Source: an optimization exercise on an open RTL-to-GDS flow (aim: small area, a short achievable clock period and few clock cycles). Production flows keep margins and buffers that such runs may drop. At most, simulation tests tie the RTL to the original design; equivalence was not proved. For runs 1 and 2, only the layout was checked, not whether the RTL still works.

$ cat run.sh
#!/bin/bash
# synth_recipe.tcl (not shown) runs the flow's synth.tcl, then flattens the netlist and writes it again
# the make line also repeats each setting of config.mk as NAME=value (left out here)
make -C /OpenROAD-flow-scripts/flow DESIGN_CONFIG=/design/flow/config.mk WORK_HOME=/design/flow/orfs CLKGATE_MAP_FILE= SYNTH_SCRIPT=/design/flow/synth_recipe.tcl finish
$ cat config.mk
export PLATFORM = sky130hd
export DESIGN_NAME = smc_digest
export DESIGN_NICKNAME = smc_digest
export VERILOG_FILES = /design/flow/design.v
export SDC_FILE = /design/flow/constraint.sdc
export NUM_CORES = 4
export LEC_CHECK = 0
export CAP_MARGIN = 20
export CORE_MARGIN = 2
export CORE_UTILIZATION = 40
export SETUP_SLACK_MARGIN = 5
export SLEW_MARGIN = 20
export TNS_END_PERCENT = 100
$ cat constraint.sdc
create_clock -name core_clock -period 12.0 [get_ports {clk}]
set_input_delay 2.4000 -clock core_clock [delete_from_list [all_inputs] [get_ports {clk}]]
set_output_delay 2.4000 -clock core_clock [all_outputs]
set_load 0.01 [all_outputs]
$ cat design.v
module smc_digest (
    input  wire         clk,
    input  wire         rst,         
    input  wire         in_valid,
    output wire         in_ready,
    input  wire [31:0]  in_data,     
    input  wire         in_last,     
    input  wire [2:0]   in_nbytes,   
    output reg          out_valid,   
    output wire [127:0] out_digest   
);
    localparam [31:0] IV0 = 32'h01234567;
    localparam [31:0] IV1 = 32'h89ABCDEF;
    localparam [31:0] IV2 = 32'hFEDCBA98;
    localparam [31:0] IV3 = 32'h76543210;
    reg [511:0] ring;           
    reg [31:0]  a, b, c, d;     
    reg [31:0]  p0, p1, p2, p3;  
    reg [31:0]  q;              
    reg [6:0]   k;              
    reg         qv;             
    reg [3:0]   ph;             
    reg [4:0]   nw;             
    reg         ld_first, ld_final;   
    reg         ex_first, ex_final;   
    reg         dummy;          
    reg         msg_done;       
    reg         mark_pending;   
    reg         late;           
    reg [11:0]  cnt;            
    wire [3:0] j       = nw[3:0];
    wire       ld_slot = !nw[4] && (ph == j);
    assign in_ready    = ld_slot && !msg_done;
    wire       take    = in_ready && in_valid;
    wire       pad_ld  = ld_slot && msg_done;
    reg [31:0] last_word;
    always @(*) begin
        case (in_nbytes)
            3'd0:    last_word = 32'h00000080;
            3'd1:    last_word = {16'h0000, 8'h80, in_data[7:0]};
            3'd2:    last_word = {8'h00, 8'h80, in_data[15:0]};
            3'd3:    last_word = {8'h80, in_data[23:0]};
            default: last_word = in_data;
        endcase
    end
    wire [31:0] pad_word = mark_pending ? 32'h00000080 :
                           (j == 4'd14 && !late) ? {17'd0, cnt, 3'd0} : 32'd0;
    wire [31:0] new_word = msg_done ? pad_word : (in_last ? last_word : in_data);
    wire        ld       = take || pad_ld;
    reg        step;            
    reg        ffwd;            
    reg [3:0]  fsel;            
    reg [4:0]  s;               
    reg        load_iv;         
    wire [31:0] f = ({32{fsel[0]}} & ((b & c) | (~b & d)))
                  | ({32{fsel[1]}} & ((b & d) | (c & ~d)))
                  | ({32{fsel[2]}} & (b ^ c ^ d))
                  | ({32{fsel[3]}} & (c ^ (b | ~d)));
    wire [31:0] t = q + f;
    wire [63:0] t2  = {t, t} << s;
    wire [31:0] rot = t2[63:32];
    wire [31:0] nb = (step ? b : 32'd0) + rot;
    wire [6:0] k1 = (k == 7'd67) ? 7'd0 : k + 7'd1;
    wire [6:0] kn = qv ? k1 : k;
    wire [3:0] ni = kn[3:0];
    wire       pf = (kn[6:4] != 3'd0) || (nw > {1'b0, ni} && ph == ni + 4'd1);
    wire [6:0] kn1 = (kn == 7'd67) ? 7'd0 : kn + 7'd1;
    reg [3:0] pos;
    always @(*) begin
        case (kn[5:4])
            2'd0:    pos = 4'd15;
            2'd1:    pos = {ni[1:0], 2'b00};
            2'd2:    pos = {ni[2:0], 1'b0} + 4'd4;
            default: pos = ni * 4'd6 + 4'd15;
        endcase
    end
    reg [31:0] rk;
    always @(*) begin
        case (kn[5:4])
            2'd0:    rk = 32'h11111111;
            2'd1:    rk = 32'h22222222;
            2'd2:    rk = 32'h44444444;
            default: rk = 32'h88888888;
        endcase
    end
    reg [31:0] ivw;
    always @(*) begin
        case (kn[1:0])
            2'd0:    ivw = IV0;
            2'd1:    ivw = IV3;
            2'd2:    ivw = IV2;
            default: ivw = IV1;
        endcase
    end
    wire [31:0] wr  = ring[pos*32 +: 32];
    wire [31:0] wsel = !pf ? 32'd0 :
                       kn[6] ? (ex_first ? ivw : p1) : wr;
    wire [31:0] ksel = (pf && !kn[6]) ? rk + {28'd0, ni} : 32'd0;
    wire [31:0] an   = load_iv ? IV0 : d;
    function [4:0] rot_amt(input [1:0] r, input [1:0] i);
        case ({r, i})
            4'h0: rot_amt = 5'd1;   4'h1: rot_amt = 5'd8;   4'h2: rot_amt = 5'd15;  4'h3: rot_amt = 5'd22;
            4'h4: rot_amt = 5'd2;   4'h5: rot_amt = 5'd9;   4'h6: rot_amt = 5'd16;  4'h7: rot_amt = 5'd23;
            4'h8: rot_amt = 5'd3;   4'h9: rot_amt = 5'd10;  4'hA: rot_amt = 5'd17;  4'hB: rot_amt = 5'd24;
            4'hC: rot_amt = 5'd4;   4'hD: rot_amt = 5'd11;  4'hE: rot_amt = 5'd18;  default: rot_amt = 5'd31;
        endcase
    endfunction
    assign out_digest = {p1, p2, p3, p0};
    always @(posedge clk) begin
        ring <= {ld ? new_word : ring[31:0], ring[511:32]};
        p0 <= p1;
        p1 <= p2;
        p2 <= p3;
        p3 <= ffwd ? nb : p0;
        a <= load_iv ? IV0 : d;
        b <= load_iv ? IV1 : nb;
        c <= load_iv ? IV2 : b;
        d <= load_iv ? IV3 : c;
        q <= an + wsel + ksel;
    end
    always @(posedge clk) begin
        if (rst) begin
            out_valid    <= 1'b0;
            k            <= 7'd66;
            qv           <= 1'b1;
            step         <= 1'b0;
            ffwd         <= 1'b1;
            fsel         <= 4'b0000;
            s            <= 5'd0;
            load_iv      <= 1'b0;
            ph           <= 4'd0;
            nw           <= 5'd0;
            ld_first     <= 1'b1;
            ld_final     <= 1'b0;
            ex_first     <= 1'b1;
            ex_final     <= 1'b1;
            dummy        <= 1'b1;
            msg_done     <= 1'b0;
            mark_pending <= 1'b0;
            late         <= 1'b0;
            cnt          <= 12'd0;
        end else begin
            out_valid <= load_iv && !dummy;
            if (load_iv) dummy <= 1'b0;
            k  <= kn;
            qv <= pf;
            step    <= pf && !kn[6];
            ffwd    <= pf && kn[6];
            fsel    <= (pf && !kn[6]) ? (4'b0001 << kn[5:4]) : 4'b0000;
            s       <= (pf && !kn[6]) ? rot_amt(kn[5:4], kn[1:0]) : 5'd0;
            load_iv <= pf && kn == 7'd67 && ex_final;
            if (qv && k == 7'd16) begin
                ex_first <= ld_first;
                ex_final <= ld_final;
            end
            if (qv && k == 7'd65) begin
                ph       <= 4'd0;
                nw       <= 5'd0;
                ld_first <= ex_final;
                ld_final <= 1'b0;
                late     <= 1'b0;
                if (ex_final) begin
                    msg_done     <= 1'b0;
                    mark_pending <= 1'b0;
                    cnt          <= 12'd0;
                end
            end else begin
                ph <= ph + 4'd1;
                if (ld) nw <= nw + 5'd1;
                if (take) begin
                    if (in_last) begin
                        cnt          <= cnt + {9'd0, in_nbytes};
                        msg_done     <= 1'b1;
                        mark_pending <= (in_nbytes == 3'd4);
                        if (in_nbytes < 3'd4 && j[3:1] == 3'b111) late <= 1'b1;
                    end else begin
                        cnt <= cnt + 12'd4;
                    end
                end
                if (pad_ld) begin
                    if (mark_pending) begin
                        mark_pending <= 1'b0;
                        if (j[3:1] == 3'b111) late <= 1'b1;
                    end else if (j == 4'd14 && !late) begin
                        ld_final <= 1'b1;
                    end
                end
            end
        end
    end
endmodule
==> flow_metrics.env, run 1 <==
export IMPL_cp_startpoint="fsel[3]"
export IMPL_cpMostUsedCell="o21ai_0"
export IMPL_fmax_mhz=139
export IMPL_grt_overflow=0
export IMPL_multi_input_area_sq_um=17800
export IMPL_fp_dieH_um=298
export IMPL_cp_slowest_stage_delay_ps=520
export IMPL_syn_area_sq_um=34500
export IMPL_dpl_hpwl_um=69900
export IMPL_r2r_start="fsel[3]"
export IMPL_final_area_sq_um=41900
export IMPL_hold_ws_ps=325
export IMPL_skew_ps=29.3
export IMPL_grt_pass1_vias=24100
export IMPL_cp_slowest_cell="mux4_2"
export IMPL_synth_edf_count=0
export IMPL_relSlewSlack_pct=23.3
export IMPL_via_count=25200
export IMPL_synthTopCellsByArea="dfxtp_1, mux4_2, ha_1, xnor2_1, nand2_1"
export IMPL_antenna_found_initial=5
export IMPL_cp_data_required_time_ps=12510
export IMPL_dr_first_iter_drc_count=2009
export IMPL_port_buffers=168
export IMPL_grt_setup_unrepaired="true"
export IMPL_via_per_inst=5.39
export IMPL_die_x_um=298
export IMPL_synthTopCellsByCount="dfxtp_1, nand2_1, nor2_1"
export IMPL_drive_above_1_share_pct=18.5
export IMPL_worst_path_max_fanout=7
export IMPL_wl_per_cell_um=21.4
export IMPL_cts_tree="yes"
export IMPL_syn_nets=3475
export IMPL_yosysWarnings=1
export IMPL_track_usage_pct=21.9
export IMPL_num_rows=107
export IMPL_htree_levels=3
export IMPL_post_route_min_period_ps=7200
export IMPL_routabilityCongestion=0.891
export IMPL_crit_type="flop to flop"
export IMPL_yosysTopAreaCell="dfxtp_1"
export IMPL_grt_first_pass_wirelength_um=150000
export IMPL_setup_viol=0
export IMPL_async_reset_ff_share_pct=0
export IMPL_ys_flop_type="dfxtp_1"
export IMPL_ys_types=84
export IMPL_clkTransAtPathRegs_ps=60
export IMPL_tns_ps=0
export IMPL_max_cap_violations=0
export IMPL_cp_arrival_ps=7710
export IMPL_fillers=7805
export IMPL_ys_seq_area_share_pct=47.5
export IMPL_synthToLayoutAreaGrowth_pct=21.4
export IMPL_core_sq_um=85300
export IMPL_maxSlewViolCount=0
export IMPL_synth_top_area_share_pct=47.5
export IMPL_worst_slew_pin_transition_ps=1140
export IMPL_hold_path_class="flop to flop"
export IMPL_startpoint_type="flop"
export IMPL_grt_max_degree=98
export IMPL_synth_area_per_cell_sq_um=10.5
export IMPL_status="complete, no violations"
export IMPL_synth_seq_cells=818
export IMPL_hold_path_startpoint="ring[215]"
export IMPL_fin_nets=3666
export IMPL_n_antenna_cell=0
export IMPL_post_route_util_pct=49.1
export IMPL_clkLatencyLatePin_ps=630
export IMPL_ios=169
export IMPL_netlist_instances=3273
export IMPL_cts_sinks=818
export IMPL_finalHoldViolCount=0
export IMPL_post_route_period_util_pct=60.0
export IMPL_numCtsBuffers=80
export IMPL_cts_buffer_depth=3
export IMPL_yosysMostFrequentCell="dfxtp_1"
export IMPL_cts_root_buf="clkbuf_16"
export IMPL_drc=0
export IMPL_initial_core_util_pct=40.4
export IMPL_end_kind="flop"
export IMPL_place_area_sq_um=37300
export IMPL_fp_dieArea_sq_um=88600
export IMPL_final_antenna_net_count=0
export IMPL_register_area_sq_um=16400
export IMPL_routed_wl_um=100000
export IMPL_dr_pass1_iters=5
[cell type report]
| class | instances | area share (%) |
|---|---|---|
| clock buffer | 116 | 5.61 |
| clock inverter | 29 | 0.939 |
| inverter | 134 | 1.24 |
| multi-input combinational | 2137 | 42.6 |
| sequential | 818 | 39.2 |
| tap | 1144 | 3.42 |
| timing repair buffer | 291 | 6.95 |
| timing repair inverter | 2 | 0.0478 |
[worst max-delay path: cells and delay by family, from the launching register on]
family          cells  cell delay [ps]
buf+inv             3              450
compound gates     18             3430
fa+ha+maj           3              950
flops               1              430
mux                 3             1110
simple gates        3              380
xor+xnor            2              340
[path summary, 6_finish.rpt]
path | end | slack (ps) | cells after the start
worst max-delay path | p3[30] | 4800 | 32
worst min-delay path | ring[183] | 320 | 0
worst max register to register | p3[30] | 4800 | 32
worst min register to register | ring[183] | 320 | 0
[cells in the final DEF, fill, tap and decap left out, types with 43 or more instances in the layout]
cell             synthesis  layout
nand3_1                 54      54
mux2_2                  46      43
nor3_1                  63      53
clkbuf_16                0      85
clkdlybuf4s50_1          0     168
and2_1                  51      51
ha_1                   127     101
a21oi_1                134     112
o21ai_0                134      96
xnor2_1                141     130
mux2i_1                117     111
mux4_2                 142     142
nor2b_1                 43      43
a21o_1                  45      45
dfxtp_1                818     804
inv_1                  129     126
nand2_1                327     321
a31oi_1                 89      87
nor2_1                 173     171
buf_4                    7     101
[layer usage]
layer / share of wire (%) / vias up / track usage, % / wire length (um)
met2: 46 / 708 / 35.0 / 46200
met3: 4.8 / 144 / 2.64 / 4850
met4: 3.4 / 2 / 7.52 / 3350
li1: - / 11900 / - / -
met1: 46 / 12400 / 30.5 / 45700
met5: 0.013 / - / 0 / 13
[cells by family after synthesis]
group,count (synthesis),share of synthesized area [%]
buffers and inverters,320,3.60
AO/OA/AOI/OAI,622,11.6
multiplexers,307,14.3
flip-flops,818,47.5
adder cells (fa/ha/maj),163,6.70
XOR/XNOR,179,4.55
AND/OR/NAND/NOR,864,11.8
[registers in the layout, summed over array words and instances (netlist names), 4 cells and up]
register and cells:
ring 512, c 32, nw 5, cnt 12, p0 32, d 32, s 5, p2 32
p3 32, q 32, ph 4, b 32, k 7, fsel 4, p1 32
[through the flow]
stage               worst slack, ps  instances
floorplan                      5000       3273
detailed placement             3370       4433
CTS                            4890       4637
finish                         4800       4671
global route                   4600       4671
global placement               3490       4433
[repair_timing]
action / in CTS / in global routing
gates resized for setup: 143 / 92
pin swaps: 53 / 46
setup endpoints to repair: 83 / 40
cloned: 8 / 3
setup buffers: 51 / 31
hold buffers: 0 / 0
==> inputs of run 2 (changes only) <==
==> flow/run.sh (new file) <==
#!/bin/bash
set -euo pipefail
bash standard.sh SETUP_SLACK_MARGIN=7 TNS_END_PERCENT=100 finish > run_standard.log 2>&1
==> standard.sh (new file) <==
#!/bin/bash
# synth_recipe.tcl (not shown) runs the flow's synth.tcl, then flattens the netlist and writes it again
# the make line also repeats each setting of config.mk as NAME=value (left out here)
make -C /OpenROAD-flow-scripts/flow DESIGN_CONFIG=/design/flow/config.mk WORK_HOME=/design/flow/orfs CLKGATE_MAP_FILE= SYNTH_SCRIPT=/design/flow/synth_recipe.tcl "${@:-finish}"
--- a/config.mk
+++ b/config.mk
@@ -9,5 +9,3 @@
 export CORE_MARGIN = 2
 export CORE_UTILIZATION = 40
-export SETUP_SLACK_MARGIN = 5
 export SLEW_MARGIN = 20
-export TNS_END_PERCENT = 100
removed: run.sh
==> flow_metrics.env, run 2 <==
export IMPL_clkLatencyLatePin_ps=640
export IMPL_worst_slew_pin_transition_ps=1140
export IMPL_worst_path_max_fanout=8
export IMPL_startpoint_type="flop"
export IMPL_min_to="ring[299]"
export IMPL_drc=0
export IMPL_grt_first_pass_wirelength_um=160000
export IMPL_fillers=7472
export IMPL_via_per_inst=5.42
export IMPL_clkTransAtPathRegs_ps=70
export IMPL_instances_no_fill=4804
export IMPL_cp_arrival_ps=7640
export IMPL_port_buffers=168
export IMPL_skew_ps=40.0
export IMPL_syn_nets=3475
export IMPL_dpl_cell_count=4435
export IMPL_finalHoldViolCount=0
export IMPL_dpl_hpwl_um=72300
export IMPL_post_route_min_period_ps=7120
export IMPL_reg2reg_slack_ps=4880
export IMPL_htree_levels=3
export IMPL_post_route_period_util_pct=59.3
export IMPL_grt_setup_unrepaired="true"
export IMPL_initial_core_util_pct=40.4
export IMPL_wl_per_cell_um=22.4
export IMPL_r2r_start="fsel[3]"
export IMPL_dr_pass1_iters=6
export IMPL_fp_dieArea_sq_um=88600
export IMPL_multi_input_area_sq_um=19100
export IMPL_end_kind="flop"
export IMPL_hold_path_class="flop to flop"
export IMPL_setup_viol=0
export IMPL_via_count=26100
export IMPL_synthTopCellsByCount="dfxtp_1, nand2_1, nor2_1"
export IMPL_hold_path_startpoint="ring[331]"
export IMPL_holdPathStages=0
export IMPL_final_antenna_net_count=0
export IMPL_grt_overflow=0
export IMPL_max_cap_violations=0
export IMPL_grt_pass1_vias=25300
export IMPL_cts_buffer_depth=3
export IMPL_netlist_instances=3273
export IMPL_ys_types=84
export IMPL_ys_flop_type="dfxtp_1"
export IMPL_synthToLayoutAreaGrowth_pct=29.5
export IMPL_cp_slowest_cell="mux4_2"
export IMPL_routed_wl_um=108000
export IMPL_core_sq_um=85300
export IMPL_ios=169
export IMPL_reg2reg_to="p3[30]"
export IMPL_status="complete, no violations"
export IMPL_tns_ps=0
export IMPL_cts_sinks=818
export IMPL_synth_edf_count=0
export IMPL_track_usage_pct=23.6
export IMPL_yosysTopAreaCell="dfxtp_1"
export IMPL_register_area_sq_um=16400
export IMPL_numCtsBuffers=83
export IMPL_grt_busiest_layer="met2"
export IMPL_async_reset_ff_share_pct=0
export IMPL_use_met2_pct=37.4
export IMPL_synth_seq_cells=818
export IMPL_synthTopCellsByArea="dfxtp_1, mux4_2, ha_1, xnor2_1, nand2_1"
export IMPL_ys_seq_area_share_pct=47.5
export IMPL_top_register="ring"
export IMPL_yosysWarnings=1
export IMPL_final_common_cell="dfxtp_1"
export IMPL_reg2reg_depth=31
export IMPL_use_met3_pct=3.43
export IMPL_routabilityCongestion=0.959
export IMPL_antenna_found_initial=3
export IMPL_cp_data_required_time_ps=12520
export IMPL_crit_type="flop to flop"
export IMPL_cts_root_buf="clkbuf_16"
export IMPL_dr_first_iter_drc_count=1885
export IMPL_largest_register_ffs=512
export IMPL_fp_dieH_um=298
export IMPL_num_rows=107
export IMPL_die_x_um=298
export IMPL_syn_area_sq_um=34500
export IMPL_yosysMostFrequentCell="dfxtp_1"
export IMPL_synth_top_area_share_pct=47.5
export IMPL_met1_usage_pct=33.2
export IMPL_maxSlewViolCount=0
export IMPL_fin_nets=3796
export IMPL_cts_tree="yes"
export IMPL_drive_above_1_share_pct=26.2
export IMPL_layout_common_cells="dfxtp_1, nand2_1, clkdlybuf4s50_1"
export IMPL_relSlewSlack_pct=23.8
export IMPL_synth_area_per_cell_sq_um=10.5
export IMPL_fmax_mhz=140
export IMPL_cp_slowest_stage_delay_ps=490
export IMPL_grt_max_degree=69
-- run 2: cell counts after synthesis --
No cell type changed its count.
-- run 2: cell type report --
class                      instances  share of cell area, %
antenna                            2                 0.0112
multi-input combinational       2138                   42.7
clock buffer                     120                   5.46
timing repair buffer             417                   9.90
sequential                       818                   36.8
clock inverter                    29                  0.759
inverter                         134                   1.16
timing repair inverter             2                 0.0560
tap                             1144                   3.21
-- run 2: how the worst max path moves through the flow --
| stage | start | end | slack (ps) | cells past startpoint |
|---|---|---|---|---|
| after global placement | fsel[3] | p3[30] | 3920 | 29 |
| after global routing | fsel[3] | p3[28] | 4640 | 31 |
| after CTS | fsel[3] | p3[30] | 4900 | 31 |
| final | fsel[3] | p3[30] | 4880 | 31 |
| after detailed placement | fsel[3] | p3[30] | 3840 | 29 |
| after floorplan | fsel[3] | p3[30] | 5160 | 32 |
-- run 2: stage by stage --
step / utilization, % / worst slack, ps / hold WS (ps) / instance area, sq um
2_1_floorplan: - / 5160 / 326 / 35200
3_5_place_dp: 44.1 / 3840 / 331 / 37600
4_1_cts: 51.1 / 4900 / 322 / 43600
3_3_place_gp: 44.1 / 3920 / 327 / 37600
6_report: 52.4 / 4880 / 333 / 44700
5_1_grt: 52.4 / 4640 / 330 / 44600
-- run 2: cells by family (layout without fill, tap and decap cells) --
family	after synthesis	count (layout)	synth area share, %
AND/OR/NAND/NOR	864	867	11.8
flip-flops	818	818	47.5
AO/OA/AOI/OAI	622	622	11.6
buffers and inverters	320	702	3.60
multiplexers	307	307	14.3
XOR/XNOR	179	179	4.55
adder cells (fa/ha/maj)	163	163	6.70
other	0	2	0
-- run 2: what timing repair did --
action / in CTS / in global routing
gates resized for setup: 334 / 151
hold buffers: 0 / 0
endpoints found under the setup margin: 97 / 92
pin swaps: 157 / 112
gates cloned: 21 / 2
buffers inserted: 152 / 43
-- run 2: critical path, delay by kind of cell, from the launching register on --
family	cells	cell delay, ps
muxes	3	1060
adders and majority gates	3	940
and+or+nand+nor	5	1100
xor gates and xnor gates	1	160
AOI/OAI and AO/OA	15	2790
DFF	1	390
buffers and inverters	4	540
-- run 2: metal layers --
layer	vias up	wire (um)
li1	12200	-
met1	12900	49200
met2	805	49100
met3	170	6060
met4	0	3320
met5	-	0
==> inputs of run 3 (changes only) <==
--- a/design.v
+++ b/design.v
@@ -48,22 +48,35 @@
     wire [31:0] new_word = msg_done ? pad_word : (in_last ? last_word : in_data);
     wire        ld       = take || pad_ld;
-    reg        step;            
-    reg        ffwd;            
-    reg [3:0]  fsel;            
-    reg [4:0]  s;               
-    reg        load_iv;         
-    wire [31:0] f = ({32{fsel[0]}} & ((b & c) | (~b & d)))
-                  | ({32{fsel[1]}} & ((b & d) | (c & ~d)))
-                  | ({32{fsel[2]}} & (b ^ c ^ d))
-                  | ({32{fsel[3]}} & (c ^ (b | ~d)));
-    wire [31:0] t = q + f;
+    wire       step = qv && !k[6];
+    wire       ffwd = qv && k[6];
+    wire [1:0] rnd  = k[5:4];
+    reg [31:0] f;
+    always @(*) begin
+        case (rnd)
+            2'd0:    f = (b & c) | (~b & d);
+            2'd1:    f = (b & d) | (c & ~d);
+            2'd2:    f = b ^ c ^ d;
+            default: f = c ^ (b | ~d);
+        endcase
+    end
+    reg [4:0] s;
+    always @(*) begin
+        if (!step) s = 5'd0;
+        else case ({rnd, k[1:0]})
+            4'h0: s = 5'd1;   4'h1: s = 5'd8;   4'h2: s = 5'd15;  4'h3: s = 5'd22;
+            4'h4: s = 5'd2;   4'h5: s = 5'd9;   4'h6: s = 5'd16;  4'h7: s = 5'd23;
+            4'h8: s = 5'd3;   4'h9: s = 5'd10;  4'hA: s = 5'd17;  4'hB: s = 5'd24;
+            4'hC: s = 5'd4;   4'hD: s = 5'd11;  4'hE: s = 5'd18;  default: s = 5'd31;
+        endcase
+    end
+    wire [31:0] t   = q + (step ? f : 32'd0);
     wire [63:0] t2  = {t, t} << s;
     wire [31:0] rot = t2[63:32];
-    wire [31:0] nb = (step ? b : 32'd0) + rot;
+    wire [31:0] nb  = (step ? b : 32'd0) + rot;
+    wire load_iv = qv && (k == 7'd67) && ex_final;
     wire [6:0] k1 = (k == 7'd67) ? 7'd0 : k + 7'd1;
     wire [6:0] kn = qv ? k1 : k;
     wire [3:0] ni = kn[3:0];
     wire       pf = (kn[6:4] != 3'd0) || (nw > {1'b0, ni} && ph == ni + 4'd1);
-    wire [6:0] kn1 = (kn == 7'd67) ? 7'd0 : kn + 7'd1;
     reg [3:0] pos;
     always @(*) begin
@@ -98,12 +111,4 @@
     wire [31:0] ksel = (pf && !kn[6]) ? rk + {28'd0, ni} : 32'd0;
     wire [31:0] an   = load_iv ? IV0 : d;
-    function [4:0] rot_amt(input [1:0] r, input [1:0] i);
-        case ({r, i})
-            4'h0: rot_amt = 5'd1;   4'h1: rot_amt = 5'd8;   4'h2: rot_amt = 5'd15;  4'h3: rot_amt = 5'd22;
-            4'h4: rot_amt = 5'd2;   4'h5: rot_amt = 5'd9;   4'h6: rot_amt = 5'd16;  4'h7: rot_amt = 5'd23;
-            4'h8: rot_amt = 5'd3;   4'h9: rot_amt = 5'd10;  4'hA: rot_amt = 5'd17;  4'hB: rot_amt = 5'd24;
-            4'hC: rot_amt = 5'd4;   4'hD: rot_amt = 5'd11;  4'hE: rot_amt = 5'd18;  default: rot_amt = 5'd31;
-        endcase
-    endfunction
     assign out_digest = {p1, p2, p3, p0};
     always @(posedge clk) begin
@@ -124,9 +129,4 @@
             k            <= 7'd66;
             qv           <= 1'b1;
-            step         <= 1'b0;
-            ffwd         <= 1'b1;
-            fsel         <= 4'b0000;
-            s            <= 5'd0;
-            load_iv      <= 1'b0;
             ph           <= 4'd0;
             nw           <= 5'd0;
@@ -145,9 +145,4 @@
             k  <= kn;
             qv <= pf;
-            step    <= pf && !kn[6];
-            ffwd    <= pf && kn[6];
-            fsel    <= (pf && !kn[6]) ? (4'b0001 << kn[5:4]) : 4'b0000;
-            s       <= (pf && !kn[6]) ? rot_amt(kn[5:4], kn[1:0]) : 5'd0;
-            load_iv <= pf && kn == 7'd67 && ex_final;
             if (qv && k == 7'd16) begin
                 ex_first <= ld_first;
==> run.sh (new file) <==
#!/bin/bash
# synth_recipe.tcl (not shown) runs the flow's synth.tcl, then flattens the netlist and writes it again
# the make line also repeats each setting of config.mk as NAME=value (left out here)
make -C /OpenROAD-flow-scripts/flow DESIGN_CONFIG=/design/flow/config.mk WORK_HOME=/design/flow/orfs CLKGATE_MAP_FILE= SYNTH_SCRIPT=/design/flow/synth_recipe.tcl finish
removed: flow/run.sh
removed: standard.sh
==> flow_metrics.env, run 3 <==
export IMPL_status="complete, no violations"
export IMPL_synth_top_family_by_area="compound AO/OA/AOI/OAI gates"
export IMPL_maxSlewViolCount=0
export IMPL_startpoint_type="flop"
export IMPL_via_count=24600
export IMPL_yosys_mux_area_fraction_pct=12.6
export IMPL_layout_common_cells="dfxtp_1, nand2_1, o21ai_0"
export IMPL_cp_arrival_ps=9040
export IMPL_tns_ps=0
export IMPL_yosysMostFrequentCell="dfxtp_1"
export IMPL_dpl_cell_count=4410
export IMPL_post_route_period_util_pct=71.2
export IMPL_cts_root_buf="clkbuf_16"
export IMPL_grt_max_degree=109
export IMPL_syn_area_sq_um=34300
export IMPL_yosys_area_share_simple_pct=11.4
export IMPL_grt_first_pass_wirelength_um=144000
export IMPL_cp_startpoint="k[4]"
export IMPL_fp_dieH_um=297
export IMPL_final_common_cell="dfxtp_1"
export IMPL_fin_nets=3546
export IMPL_dpl_hpwl_um=68900
export IMPL_synthTopCellsByCount="dfxtp_1, nand2_1, o21ai_0"
export IMPL_drc=0
export IMPL_finalHoldViolCount=0
export IMPL_routabilityCongestion=0.927
export IMPL_synth_seq_cells=811
export IMPL_cp_slowest_stage_delay_ps=790
export IMPL_ys_flop_type="dfxtp_1"
export IMPL_reg2reg_slack_ps=3450
export IMPL_htree_levels=3
export IMPL_ys_seq_area_share_pct=47.4
export IMPL_clkLatencyLatePin_ps=630
export IMPL_dr_pass1_iters=5
export IMPL_track_usage_pct=21.0
export IMPL_synth_fa_ha_area_share_pct=6.63
export IMPL_setup_viol=0
export IMPL_dr_first_iter_drc_count=1971
export IMPL_fillers=7911
export IMPL_grt_pass1_vias=23400
export IMPL_grt_setup_unrepaired="false"
export IMPL_cp_num_buf_inv=1
export IMPL_hold_ws_ps=329
export IMPL_synth_edf_count=0
export IMPL_ys_types=94
export IMPL_max_cap_violations=0
export IMPL_place_ws_ps=3600
export IMPL_cpMostUsedCell="a21oi_1"
export IMPL_post_route_min_period_ps=8550
export IMPL_yosysTopAreaCell="dfxtp_1"
export IMPL_hold_path_startpoint="ring[419]"
export IMPL_cts_tree="yes"
export IMPL_relSlewSlack_pct=29.6
export IMPL_skew_ps=22.1
export IMPL_hold_path_class="flop to flop"
export IMPL_r2r_start="k[4]"
export IMPL_fmax_mhz=117
export IMPL_synthTopCellsByArea="dfxtp_1, mux4_2, ha_1, o21ai_0, nand2_1"
export IMPL_yosysWarnings=1
export IMPL_cts_hold_buffers=0
export IMPL_initial_core_util_pct=40.3
export IMPL_clkTransAtPathRegs_ps=70
export IMPL_worst_slew_pin_transition_ps=1060
export IMPL_largest_register_ffs=512
export IMPL_ios=169
export IMPL_cp_slowest_cell="buf_4"
export IMPL_synth_compound_area_share_pct=15.1
export IMPL_cts_buffer_depth=3
export IMPL_num_rows=107
export IMPL_syn_nets=3443
export IMPL_numCtsBuffers=79
export IMPL_die_x_um=297
export IMPL_port_buffers=168
export IMPL_top_register="ring"
export IMPL_antenna_found_initial=4
export IMPL_cts_sinks=811
export IMPL_post_cts_resized=0
export IMPL_wl_per_cell_um=20.7
export IMPL_routed_wl_um=94100
export IMPL_setup_ws_ps=3450
export IMPL_async_reset_ff_share_pct=0
export IMPL_final_area_sq_um=39700
export IMPL_grt_overflow=0
export IMPL_synth_xor_area_share_pct=3.69
export IMPL_crit_type="flop to flop"
export IMPL_worst_path_max_fanout=83
export IMPL_synth_area_per_cell_sq_um=10.6
export IMPL_postCtsSetupBuffers=0
export IMPL_core_sq_um=85000
export IMPL_final_antenna_net_count=0
export IMPL_drive_above_1_share_pct=12.1
export IMPL_end_kind="flop"
export IMPL_instances_no_fill=4557
export IMPL_place_area_sq_um=36900
export IMPL_synth_top_area_share_pct=47.4
export IMPL_fp_dieArea_sq_um=88000
export IMPL_synthToLayoutAreaGrowth_pct=15.8
export IMPL_netlist_instances=3244
export IMPL_cp_data_required_time_ps=12490
export IMPL_cpLargestDelayFamily="compound AO/OA/AOI/OAI gates"
export IMPL_via_per_inst=5.39
export IMPL_post_route_util_pct=46.7
-- run 3: final cells by class --
type                    instances  area [sq um]  share of cell area [%]
clock inverters                32           413                    1.04
multi-input cells            2170         17000                    42.9
diodes                          1          2.50                 0.00630
well taps                    1144          1430                    3.61
flip-flops and latches        811         16200                    40.9
inverters                      89           334                   0.842
clock buffers                 114          2330                    5.87
repair buffers                196          1920                    4.83
-- run 3: kinds of logic after synthesis --
logic type,after synthesis
adders and majority gates,160
DFF,811
xor gates and xnor gates,141
muxes,262
AOI/OAI and AO/OA,797
and+or+nand+nor,810
buffers and inverters,263
-- run 3: layer usage --
layer  track usage [%]  wire length [um]  part of all wire, %  up-vias
met5                 0                 0                    0        -
met4              6.30              2370                  2.5        0
met3              2.15              4170                  4.4      117
met2              32.7             42200                   45      595
met1              30.6             45400                   48    12000
li1                  -                 -                    -    11900
-- run 3: worst register-to-register path, delay by kind of cell, from the launching register on --
kind	cells	cell delay, ps
AO/OA/AOI/OAI	17	3890
AND/OR/NAND/NOR	6	1470
adder cells (fa/ha/maj)	2	830
buffers and inverters	1	790
multiplexers	2	610
flip-flops	1	470
XOR/XNOR	1	360
-- run 3: worst paths after layout --
path / depth (start not counted) / endpoint
hold / removal: 0 / ring[387]
setup reg to reg: 29 / p3[31]
hold reg to reg: 0 / ring[387]
setup / recovery: 29 / p3[31]
Testbench counts of run 3, summed over its fixed seeds: cycles 86,588.

-- separate check: timing with driven ports --
The flow's constraints put no driver on any port. The routed layouts listed below were extracted and timed again, unchanged, in two steps.
Step 1 (the two cells are an assumption about what drives the block):
set clk [get_ports {clk}]
set_driving_cell -lib_cell sky130_fd_sc_hd__clkbuf_16 $clk
set_driving_cell -lib_cell sky130_fd_sc_hd__buf_2 [delete_from_list [all_inputs] $clk]
Step 2 moves the port delays by t, midway between the first and last clock arrival at a register: inputs arrive t later, outputs are due t later. That takes back most of the time a late clock gives input paths.
a / b / c = no drivers / after step 1 / after step 2; a / b = the first two.
| run | t, ns | setup slack, ns | latest minus earliest clock arrival (ns) | slew at the worst register clock pin (ns) | worst data-port slew with drivers (ns) |
|---|---|---|---|---|---|
| run 1 | 0.681 | 4.800 / 4.800 / 4.800 | 0.031 / 0.032 | 0.07 / 0.07 | 0.06 |
| run 2 | 0.684 | 4.879 / 4.879 / 4.879 | 0.040 / 0.041 | 0.07 / 0.07 | 0.06 |
| run 3 | 0.684 | 3.453 / 3.453 / 3.453 | 0.023 / 0.024 | 0.07 / 0.07 | 0.06 |
After both steps every run listed still meets setup and hold.
